This design comes from an exercise in tuning for small area, a short achievable clock period and few clock cycles on the open sky130 flow, not from production work.
Function was checked by simulation only, so behaviour that the tests miss may differ from the original.
Power figures rest on the tool's default switching activity, not on a simulated workload.

==> flow/design.v <==
module m10_numeng #(
    parameter [31:0] REF_CLK   = 32'd50000000,
    parameter [31:0] K_MS      = 32'd1000,
    parameter [31:0] K_US      = 32'd1,
    parameter [7:0]  FINE_WRAP = 8'd127
) (
    input  wire        clk,
    input  wire        rst,
    input  wire        tick,
    input  wire        cmd_valid,
    output wire        cmd_ready,
    input  wire [7:0]  cmd_op,
    input  wire [7:0]  cmd_imm,
    input  wire [31:0] cmd_arg,
    output reg         rsp_valid,
    output reg  [2:0]  rsp_err,
    output reg  [31:0] rsp_data,
    output wire        tx_valid,
    input  wire        tx_ready,
    output reg  [7:0]  tx_data
);
    localparam [7:0] OP_SNAP_COARSE    = 8'h01;
    localparam [7:0] OP_ELAPSED_MILLIS = 8'h02;
    localparam [7:0] OP_ELAPSED_MICROS = 8'h03;
    localparam [7:0] OP_OPEN           = 8'h20;
    localparam [7:0] OP_CLOSE          = 8'h21;
    localparam [7:0] OP_PRINT_INT      = 8'h2C;
    localparam [7:0] OP_PRINTLN        = 8'h2D;
    localparam [7:0] OP_PRINT_U8       = 8'h2E;
    localparam [2:0] ERR_NONE            = 3'd0;
    localparam [2:0] ERR_ILLEGAL_COMMAND = 3'd1;
    localparam [2:0] ERR_CHANNEL_CLOSED  = 3'd2;
    localparam [2:0] ERR_BAD_RATE        = 3'd3;
    localparam [3:0] S_IDLE   = 4'd0;
    localparam [3:0] S_DECODE = 4'd1;
    localparam [3:0] S_MUL    = 4'd2;
    localparam [3:0] S_DIV    = 4'd3;
    localparam [3:0] S_DIGIT  = 4'd4;
    localparam [3:0] S_TXSIGN = 4'd5;
    localparam [3:0] S_TXDIG  = 4'd6;
    localparam [3:0] S_TXNL   = 4'd7;
    localparam [3:0] S_RESP   = 4'd8;
    localparam [1:0] DIV_FOR_OPEN    = 2'd0;
    localparam [1:0] DIV_FOR_ELAPSED = 2'd1;
    localparam [1:0] DIV_FOR_DIGIT   = 2'd2;
    reg [7:0]  fine;
    reg [31:0] coarse;
    always @(posedge clk) begin
        if (rst) begin
            fine   <= 8'd0;
            coarse <= 32'd0;
        end else if (tick) begin
            if (fine + 8'd1 == FINE_WRAP) begin
                fine   <= 8'd0;
                coarse <= coarse + 32'd1;
            end else begin
                fine <= fine + 8'd1;
            end
        end
    end
    reg [3:0]  state;
    reg [7:0]  op;
    reg [7:0]  imm;
    reg [31:0] arg;
    reg [31:0] snap;        
    reg        chan_open;
    reg [31:0] crf;         
    reg [31:0] mul_a;
    reg [31:0] mul_b;
    reg [31:0] mul_acc;
    reg [5:0]  mul_cnt;
    reg [31:0] div_n;       
    reg [31:0] div_d;
    reg [31:0] div_r;
    reg [5:0]  div_cnt;
    reg [1:0]  div_for;
    reg [31:0] mag;         
    reg [4:0]  base;
    reg        neg;
    reg        newline;
    reg [3:0]  digits [0:31];
    reg [5:0]  ndig;        
    reg [5:0]  tx_idx;      
    assign cmd_ready = (state == S_IDLE);
    assign tx_valid  = (state == S_TXSIGN) || (state == S_TXDIG) || (state == S_TXNL);
    wire [3:0] cur_digit = digits[tx_idx[4:0]];
    always @(*) begin
        case (state)
            S_TXSIGN: tx_data = 8'h2D;
            S_TXNL:   tx_data = 8'h0A;
            S_TXDIG:  tx_data = (cur_digit < 4'd10) ? (8'h30 + {4'd0, cur_digit})
                                                    : (8'h37 + {4'd0, cur_digit});
            default:  tx_data = 8'h00;
        endcase
    end
    reg        op_known;
    reg        form_z;
    reg        form_f;
    reg        needs_open;
    reg [2:0]  check_err;
    always @(*) begin
        op_known   = 1'b0;
        form_z     = 1'b0;
        form_f     = 1'b0;
        needs_open = 1'b0;
        case (op)
            OP_SNAP_COARSE, OP_ELAPSED_MILLIS, OP_ELAPSED_MICROS, OP_OPEN: begin
                op_known = 1'b1; form_z = 1'b1;
            end
            OP_CLOSE: begin
                op_known = 1'b1; form_z = 1'b1; needs_open = 1'b1;
            end
            OP_PRINT_INT, OP_PRINTLN: begin
                op_known = 1'b1; form_f = 1'b1; needs_open = 1'b1;
            end
            OP_PRINT_U8: begin
                op_known = 1'b1; needs_open = 1'b1;
            end
            default: ;
        endcase
        if (!op_known)
            check_err = ERR_ILLEGAL_COMMAND;
        else if (form_z && imm != 8'h00)
            check_err = ERR_ILLEGAL_COMMAND;
        else if (form_f && imm != 8'h02 && imm != 8'h08 && imm != 8'h0A && imm != 8'h10)
            check_err = ERR_ILLEGAL_COMMAND;
        else if (needs_open && !chan_open)
            check_err = ERR_CHANNEL_CLOSED;
        else if (op == OP_OPEN && (arg == 32'd0 || arg > REF_CLK))
            check_err = ERR_BAD_RATE;
        else
            check_err = ERR_NONE;
    end
    wire [32:0] div_shift = {div_r, div_n[31]};
    wire [32:0] div_diff  = div_shift - {1'b0, div_d};
    wire        div_ge    = !div_diff[32];
    wire [3:0] pow2_digit = (base == 5'd2) ? {3'd0, mag[0]} :
                            (base == 5'd8) ? {1'b0, mag[2:0]} : mag[3:0];
    wire [31:0] pow2_rest = (base == 5'd2) ? {1'b0, mag[31:1]} :
                            (base == 5'd8) ? {3'd0, mag[31:3]} : {4'd0, mag[31:4]};
    integer i;
    always @(posedge clk) begin
        if (rst) begin
            state     <= S_IDLE;
            op        <= 8'd0;
            imm       <= 8'd0;
            arg       <= 32'd0;
            snap      <= 32'd0;
            chan_open <= 1'b0;
            crf       <= 32'd0;
            mul_a     <= 32'd0;
            mul_b     <= 32'd0;
            mul_acc   <= 32'd0;
            mul_cnt   <= 6'd0;
            div_n     <= 32'd0;
            div_d     <= 32'd0;
            div_r     <= 32'd0;
            div_cnt   <= 6'd0;
            div_for   <= DIV_FOR_OPEN;
            mag       <= 32'd0;
            base      <= 5'd0;
            neg       <= 1'b0;
            newline   <= 1'b0;
            ndig      <= 6'd0;
            tx_idx    <= 6'd0;
            rsp_valid <= 1'b0;
            rsp_err   <= ERR_NONE;
            rsp_data  <= 32'd0;
            for (i = 0; i < 32; i = i + 1)
                digits[i] <= 4'd0;
        end else begin
            rsp_valid <= 1'b0;
            case (state)
                S_IDLE: begin
                    if (cmd_valid) begin
                        op    <= cmd_op;
                        imm   <= cmd_imm;
                        arg   <= cmd_arg;
                        snap  <= coarse;
                        state <= S_DECODE;
                    end
                end
                S_DECODE: begin
                    rsp_err  <= check_err;
                    rsp_data <= 32'd0;
                    if (check_err != ERR_NONE) begin
                        state <= S_RESP;
                    end else begin
                        case (op)
                            OP_SNAP_COARSE: begin
                                rsp_data <= snap;
                                state    <= S_RESP;
                            end
                            OP_ELAPSED_MILLIS, OP_ELAPSED_MICROS: begin
                                mul_a   <= snap;
                                mul_b   <= crf;
                                mul_acc <= 32'd0;
                                mul_cnt <= 6'd32;
                                state   <= S_MUL;
                            end
                            OP_OPEN: begin
                                div_n   <= REF_CLK;
                                div_d   <= arg;
                                div_r   <= 32'd0;
                                div_cnt <= 6'd32;
                                div_for <= DIV_FOR_OPEN;
                                state   <= S_DIV;
                            end
                            OP_CLOSE: begin
                                chan_open <= 1'b0;
                                state     <= S_RESP;
                            end
                            default: begin  
                                newline <= (op == OP_PRINTLN);
                                ndig    <= 6'd0;
                                if (op == OP_PRINT_U8) begin
                                    base <= 5'd10;
                                    neg  <= 1'b0;
                                    mag  <= {24'd0, imm};
                                end else if (imm == 8'h0A && arg[31]) begin
                                    base <= 5'd10;
                                    neg  <= 1'b1;
                                    mag  <= ~arg + 32'd1;
                                end else begin
                                    base <= imm[4:0];
                                    neg  <= 1'b0;
                                    mag  <= arg;
                                end
                                state <= S_DIGIT;
                            end
                        endcase
                    end
                end
                S_MUL: begin
                    if (mul_cnt == 6'd0) begin
                        div_n   <= mul_acc;
                        div_d   <= (op == OP_ELAPSED_MILLIS) ? K_MS : K_US;
                        div_r   <= 32'd0;
                        div_cnt <= 6'd32;
                        div_for <= DIV_FOR_ELAPSED;
                        state   <= S_DIV;
                    end else begin
                        if (mul_b[0])
                            mul_acc <= mul_acc + mul_a;
                        mul_a   <= {mul_a[30:0], 1'b0};
                        mul_b   <= {1'b0, mul_b[31:1]};
                        mul_cnt <= mul_cnt - 6'd1;
                    end
                end
                S_DIV: begin
                    if (div_cnt == 6'd0) begin
                        case (div_for)
                            DIV_FOR_OPEN: begin
                                crf       <= div_n;
                                chan_open <= 1'b1;
                                state     <= S_RESP;
                            end
                            DIV_FOR_ELAPSED: begin
                                rsp_data <= div_n;
                                state    <= S_RESP;
                            end
                            default: begin  
                                digits[ndig[4:0]] <= div_r[3:0];
                                ndig <= ndig + 6'd1;
                                mag  <= div_n;
                                if (div_n == 32'd0) begin
                                    tx_idx <= ndig;
                                    state  <= neg ? S_TXSIGN : S_TXDIG;
                                end else begin
                                    state <= S_DIGIT;
                                end
                            end
                        endcase
                    end else begin
                        div_r   <= div_ge ? div_diff[31:0] : div_shift[31:0];
                        div_n   <= {div_n[30:0], div_ge};
                        div_cnt <= div_cnt - 6'd1;
                    end
                end
                S_DIGIT: begin
                    if (base == 5'd10) begin
                        div_n   <= mag;
                        div_d   <= 32'd10;
                        div_r   <= 32'd0;
                        div_cnt <= 6'd32;
                        div_for <= DIV_FOR_DIGIT;
                        state   <= S_DIV;
                    end else begin
                        digits[ndig[4:0]] <= pow2_digit;
                        ndig <= ndig + 6'd1;
                        mag  <= pow2_rest;
                        if (pow2_rest == 32'd0) begin
                            tx_idx <= ndig;
                            state  <= S_TXDIG;
                        end
                    end
                end
                S_TXSIGN: begin
                    if (tx_ready)
                        state <= S_TXDIG;
                end
                S_TXDIG: begin
                    if (tx_ready) begin
                        if (tx_idx == 6'd0)
                            state <= newline ? S_TXNL : S_RESP;
                        else
                            tx_idx <= tx_idx - 6'd1;
                    end
                end
                S_TXNL: begin
                    if (tx_ready)
                        state <= S_RESP;
                end
                S_RESP: begin
                    rsp_valid <= 1'b1;
                    state     <= S_IDLE;
                end
                default: state <= S_IDLE;
            endcase
        end
    end
endmodule
==> flow/run.sh <==
#!/bin/bash
# synth_recipe.tcl (not shown) runs the flow's synth.tcl, then flattens the netlist and writes it again
# the make line also repeats each setting of config.mk as NAME=value (left out here)
make -C /OpenROAD-flow-scripts/flow DESIGN_CONFIG=/design/flow/config.mk WORK_HOME=/design/flow/orfs CLKGATE_MAP_FILE= SYNTH_SCRIPT=/design/flow/synth_recipe.tcl finish
==> flow/config.mk <==
export PLATFORM = sky130hd
export DESIGN_NAME = m10_numeng
export DESIGN_NICKNAME = m10_numeng
export VERILOG_FILES = /design/flow/design.v
export SDC_FILE = /design/flow/constraint.sdc
export NUM_CORES = 4
export LEC_CHECK = 0
export CAP_MARGIN = 20
export CORE_MARGIN = 2
export CORE_UTILIZATION = 40
export PLACE_DENSITY = 0.6
export SLEW_MARGIN = 20
==> flow/constraint.sdc <==
create_clock -name core_clock -period 6.0 [get_ports {clk}]
set_input_delay 1.2000 -clock core_clock [delete_from_list [all_inputs] [get_ports {clk}]]
set_output_delay 1.2000 -clock core_clock [all_outputs]
set_load 0.01 [all_outputs]
==> run summary <==
placed cells by master (no fill, tap or decap), types with 11 or more instances in the layout:
master,Yosys,layout
xor2_1,58,58
a21o_1,30,30
a221oi_1,50,50
a21oi_1,285,284
nor2b_1,24,24
ha_1,77,77
inv_1,72,71
buf_4,7,35
a311oi_1,70,70
mux2i_1,57,56
a31oi_1,31,28
nand2_1,621,619
and3_1,16,16
nand2b_1,18,18
edfxtp_1,128,128
or2_2,11,11
clkbuf_8,0,15
o21ai_0,158,158
xnor2_1,55,55
nand4_1,30,30
nand3_1,83,83
a211oi_1,57,57
a22oi_1,28,28
dfxtp_1,454,453
nor4_1,16,15
o31ai_1,13,13
or4_1,11,11
clkbuf_16,0,71
nor3_1,76,74
or3_1,28,27
nor2_1,449,445
mux4_2,40,40
o21a_1,12,11
clkdlybuf4s50_1,0,95
clkbuf_1,201,11
a222oi_1,18,18
final cells by class:
type	count	area, sq um
inverters	72	270
repair buffers	136	1350
multi-input cells	2584	15400
flip-flops and latches	582	12900
well taps	959	1200
fillers	7170	39500
clock buffers	97	2020
clock inverters	20	265
state kept, by name, indices dropped and copies added (netlist names), 8 cells and up, named ones only:
signal    flops
arg          32
coarse       32
crf          32
digits      128
div_d        32
div_n        32
div_r        32
fine          8
imm           8
mag          32
mul_a        32
mul_acc      32
mul_b        32
op            8
rsp_data     32
snap         32
through the flow:
stage | area (sq um) | setup slack [ps] | power (mW) | utilization [%] | std cells
after floorplan | 29500 | 1870 | 8.93 | - | 3483
after global placement | 31100 | 1420 | 10.5 | 42.6 | 4330
after detailed placement | 31100 | 1340 | 10.5 | 42.7 | 4331
after CTS | 33400 | 667 | 14.8 | 45.8 | 4448
after global routing | 33500 | 437 | 15.6 | 45.9 | 4450
final | 33500 | 710 | 14.8 | 45.9 | 4450
report_power, final:
part	internal [mW]	switching, mW
sequential	4.40	0.577
combinational	2.12	3.44
clock	2.57	1.67
total	9.09	5.69
final timing paths:
path                        start  cells past startpoint  slack [ps]                   end
max                     flip-flop                     10         710            tx_data[0]
min          base[0]$_SDFFE_PP0P_                      2         440  base[0]$_SDFFE_PP0P_
max reg2reg  base[4]$_SDFFE_PP0P_                     11        1520             flip-flop
min reg2reg  base[0]$_SDFFE_PP0P_                      2         440  base[0]$_SDFFE_PP0P_
tightest hold or removal path: cells and delay by family (launching register included):
family,cells,cell delay (ps)
flops,1,320
simple gates,1,40
buf+inv,1,50
layer usage:
metal	global-route usage (%)	vias to the layer above	part of all wire [%]
met5	0	-	0
li1	-	12400	-
met2	36.5	850	46
met4	7.34	0	2.8
met1	31.4	12000	45
met3	3.42	140	6.6
logic make-up (layout without fill, tap and decap cells):
logic type               after synthesis  after routing  synth area share, %
multiplexers                         105            105                 5.30
adder cells (fa/ha/maj)               79             79                 3.40
AO/OA/AOI/OAI                        842            842                 18.5
flip-flops                           582            582                 43.9
AND/OR/NAND/NOR                     1443           1443                 21.3
XOR/XNOR                             113            113                 3.36
buffers and inverters                317            325                 4.30
other                                  1              2               0.0127
==> impl_results.md <==
- Outcome: complete, no violations
- Unrepaired setup endpoints after global routing: no
- P_leak: about 11 nW
- Wirelength per Cell: 19.6 microns
- Worst-Skew Late Latency: 620 ps
- CP max stage delay: between 800 and 900 ps
- Total vias in the final route: about 25000
- Starting Density: between 40 and 50%
- Endpoints failing hold: 0
- Crit path max-delay family: multiplexers
- Cell accounting for the most synthesized area: dfxtp_1
- Die width: approximately 280 microns
- First-pass GRT wire length: 137000 microns
- Synth area leaders: dfxtp_1, edfxtp_1, nand2_1
- Peak VDD IR: about 0.9 mV
- Largest net degree at the start of global routing: roughly 200
- Post-CTS setup buffers: 0
- Worst path arrival time: roughly 4000 ps
- Post-synth EDFFs: ~130
- Nets: 3574
- Syn avg cell area: about 8.5 sq um
- # H-tree levels: 3
- Max_cap viols: 0
- Clock Skew: ~36 ps
- Seq/Total Area, Yosys: a little over two fifths
- Pwr Density: 441 nW/um^2
- Core area: approximately 73000 sq um
- Drt first-iter violations: 2200
- Residual DRC: 0
- Top-count cell post-synth: nand2_1
- Highest net fanout along the worst path: 19
- GP Congestion: about 0.94
- Share of cells above drive strength 1: under 10%
- CP max-delay cell: dfxtp_1
- GRT overflow: 0
- Crit path buffers/inverters: 2
- Clk slew on worst S/H paths: roughly 60 ps
- Critical Path, Cell by Cell: buf_4, mux4_2, mux4_2, mux2i_1, nand2_1, nand2_1, xor2_1, a21oi_1, nor2_1, clkdlybuf4s50_1
- Final period util: between 80% and 90%
- Slew Limit Fails: 0
- Worst hold margin: approximately 440 ps
- Antenna Nets Post-Route: 0
- Synth cell types: 85
- Post-Synthesis Cells: between 3000 and 4000
- Seq cells post-synth: 582
- Clock buffer depth: 3
- CTS sink count: just under 600
- Post-cts gate resize count: 0
- Setup crit start kind: flip-flop
- Detailed-placement wirelength estimate: 60400 microns
- Top cells by count, synth: nand2_1, dfxtp_1, nor2_1
- Root Buffer: clkbuf_16
- CP Capture Type: primary output
- Die area: about 76000 sq um
- Initial antenna violation count: 1
- Sum Neg Setup Slack: 0 ps
- # port buffers: 96
- Area Overhead vs Synth: 13.5%
- Final setup vio count: 0
- Synth warn: 1
- Min Tclk post-route: 5290 ps
- Diodes inserted: 0
- Fmax: around 0.19 GHz
- Worst-margin pin slew: between 1000 and 1500 ps
- CTS tree: yes
- Number of detailed-route iterations in the first pass: 6
- Cts bufs inserted: 66
- Via density: between 5 and 6
- Final wirelength: about 87000 microns
- DIE HEIGHT: around 280 microns
- Vias in the first global route: roughly 24000
- Yosys top cell area share: ~31%
- Row cnt: a little under 100
- Hold buffers post-CTS: 0
- I/O Pins: 99
- Synth Flop Type: dfxtp_1
- Hold Crit Class: reg -> reg
- Slew HR: a little under a quarter
- Crit Path Category: reg -> out
- WP data required: 4800 ps
- Async SR Flop Fraction: 0%
- Total track usage: a little under a quarter
- Area of the mapped netlist: a little under 30000 sq um
Testbench counts, summed over its fixed seeds: cycles 339,493.

==> afterwards: timing with drivers on the ports <==
Ports are ideal in the flow. The routed layout listed here was re-timed in OpenROAD.
Step 1: set_driving_cell puts a clkbuf_16 on clk and a buf_2 on each other input, an assumption about the parent block.
Step 2 times the ports against the registers' clock, not the clock port: input delays grow and output delays shrink by t, the midpoint of the rising clock arrivals with the driver on.
Slacks: no drivers / after step 1 / after step 2; pairs: no drivers / after step 1.
t, ns: 0.663
slack for setup (ns): 0.710 / 0.650 / 1.313
worst setup path after step 2: register to output
worst register clock-pin slew, ns: 0.06 / 0.06
cell pins on the clock port's net: 1
After both steps this run still meets setup and hold. The setup slack of this run moves by -0.060 ns with the drivers and by +0.603 ns with both steps.
